Source: an optimization exercise on an open RTL-to-GDS flow (aim: small area, a short achievable clock period and few clock cycles). Production flows keep margins and buffers that such runs may drop.
The RTL was checked by simulation tests, not by an equivalence proof against the original design.

== MS ==
Design bbe, start of the top module:
module bbe (
    input             clk,
    input             rst,         
    input             cmd_valid,   
    input      [31:0] cmd,
    input      [63:0] operand,
    output reg        rsp_valid,   
    output reg        rsp_ok,
    output     [63:0] result,
    output            fault_line,
    input      [5:0]  hrd_addr,    
    output     [7:0]  hrd_data
);
clock: 15.0 ns
lec_check: 0
abc_area: 1
cap_margin: 20
cell_pad_in_sites_detail_placement: 1
cell_pad_in_sites_global_placement: 2
core_margin: 2
core_utilization: 35
gpl_routability_driven: 1
place_density: 0.5
setup_slack_margin: 5
slew_margin: 20
tns_end_percent: 5
standard.sh (not shown) runs the stock make flow with config.mk's settings and CLKGATE_MAP_FILE= SYNTH_SCRIPT=/design/flow/synth_recipe.tcl, a recipe that flattens the netlist after the stock synthesis.
==> flow/flow/run.sh <==
#!/bin/bash
set -euo pipefail
bash standard.sh SETUP_SLACK_MARGIN=7 finish > standard_flow.log 2>&1
MS | ERROR | global routing
Testbench counts of MS, summed over its fixed seeds: cycles 7,977.
Modified inputs, AL compared to MS
--- a/flow/design.v
+++ b/flow/design.v
@@ -196,21 +196,19 @@
         else case (vsz)
             2'd0:             mag_c = {mag_a[61:0], 3'b000};
             2'd1:             mag_c = {mag_a[60:0], 4'b0000};
             default:          mag_c = {mag_a[59:0], 5'b00000};
         endcase
     end
     wire [65:0] putv_x  = vesc ? {mag_a, 1'b0} | {64'd0, hdr_e}
                                : {mag_c, 1'b0} | {59'd0, hdr_c};
     wire [6:0]  pf_w    = is_putb ? bwidth : fwidth;
-    wire [63:0] wmask;
-    wire [63:0] brv;
-    wire [63:0] pf_x    = ((is_putf & bo) ? brv : operand) & wmask;
+    wire [63:0] pf_x    = ((is_putf & bo) ? byterev(operand, fsz) : operand) & mask(pf_w);
     wire [63:0] put_x   = is_putv ? putv_x[63:0] : pf_x;
     wire        put_x64 = is_putv & putv_x[64];
     wire [63:0] prot    = rotr(put_x, free_q[5:0]);
     wire [63:0] fm_low  = fm & ~{fm[62:0], 1'b0};           
     wire [63:0] put_lo  = cache_q | (prot & fm);
     wire [63:0] put_hi  = (prot & ~fm) | (put_x64 ? fm_low : 64'd0);
     wire [7:0]  F8      = {1'b0, free_q};
     wire        f_lt8   = (free_q < 7'd8);
     wire        f_lt16  = (free_q < 7'd16);
@@ -346,25 +344,23 @@
                 gv_t   = sgn_f ? t_h51 : t_h50;
                 gv_k1  = sgn_f ? k_h51 : k_h50;
                 gv_k2  = sgn_f ? k2_h51 : k2_h50;
                 gv_big = sgn_f ? big_h51 : big_h50;
             end
         endcase
     end
     wire [2:0]  gx_p    = (is_getv & ~getv2) ? g_mpos : 3'd0;
     wire [6:0]  gx_w    = getv2 ? {1'b0, mw_q} : is_getb ? bwidth : is_getf ? fwidth : g_mw;
-    wire [63:0] gval    = (S >> gx_p) & wmask;
-    assign      wmask   = mask(mode_q ? gx_w : pf_w);
-    assign      brv     = byterev(mode_q ? gval : operand, fsz);
+    wire [63:0] gval    = (S >> gx_p) & mask(gx_w);
     wire        gx_v    = getv2 | is_getv;
     wire        gx_neg  = getv2 ? neg_q : ((sm == 2'd1) | g_sign);
     wire [63:0] gneg    = (gx_v & gx_neg) ? negate(gval) : gval;
-    wire [63:0] gbase   = gx_v ? gneg : ((is_getf & bo) ? brv : gval);
+    wire [63:0] gbase   = gx_v ? gneg : ((is_getf & bo) ? byterev(gval, fsz) : gval);
     wire [1:0]  gx_e    = getv2 ? 2'd3 : is_getv ? vsz + 2'd1 : is_getf ? fsz : 2'd3;
     wire        gx_s    = gx_v | (is_getf & fsigned);
     reg         gsbit;
     always @(*) begin
         case (gx_e)
             2'd0:    gsbit = gbase[7];
             2'd1:    gsbit = gbase[15];
             2'd2:    gsbit = gbase[31];
             default: gsbit = gbase[63];
Results
Among MS and AL, a clean, completed layout was produced by AL alone.
Summary: with MS as the reference, post-CTS repair timing setup buffer count in AL moved down by more than a quarter.
[compare] base=MS new=AL: CTS buffer count now sits higher; fraction of synthesized area in multiplexers increased 0.24 points; synthesized net count picked up an extra 2.8%; number of placement rows climbed about 0.6%.
Diff AL..MS | synthesized-area fraction occupied by xor and xnor cells | negligible
Re share of synthesized area occupied by flip-flops and latches: AL is 0.28 points down on MS.
[compare] base=MS new=AL: post-cts resize count now smaller, worst-case setup slack after placement rose by 0.57 ns, fraction of the mapped netlist area in adder cells shows no meaningful change.
Relative to MS, the gate count after technology mapping measured on AL has increased by a few percent.
MS has a lower x dimension of the die than AL.
Compared AL vs MS, and synthesized-area fraction occupied by ao, oa, aoi and oai cells is up in AL.
In the metrics for MS and AL, the one carrying the lower final RePlAce weighted congestion is MS.
Testbench counts of AL, summed over its fixed seeds: cycles 7,977.

## port drivers added, routing unchanged
No port has a modelled driver above. Below, the same layout with a new extraction and two added sets of constraints. Step 1, drivers: a clkbuf_16 drives clk and a buf_2 each remaining input, both assumed. Step 2 adds t to the input delays and takes it off the output delays; t is the mean of the earliest and latest rising clock arrival at the registers after step 1. Input paths then give back, and output paths get back, about the clock's delay inside the block. a / b / c = ideal / step 1 / step 2; a / b = the first two.
run: AL
shift t [ns]: 0.896
setup WS [ns]: 5.991 / 5.991 / 5.274
clock arrival spread, ns: 0.113 / 0.113
slew at the worst register clock pin (ns): 0.08 / 0.08
worst slew at a driven data input, ns: 0.06
After both steps setup and hold are still met in AL. For AL, drivers alone change the setup slack by 0.000 ns; drivers and shift together by -0.717 ns.
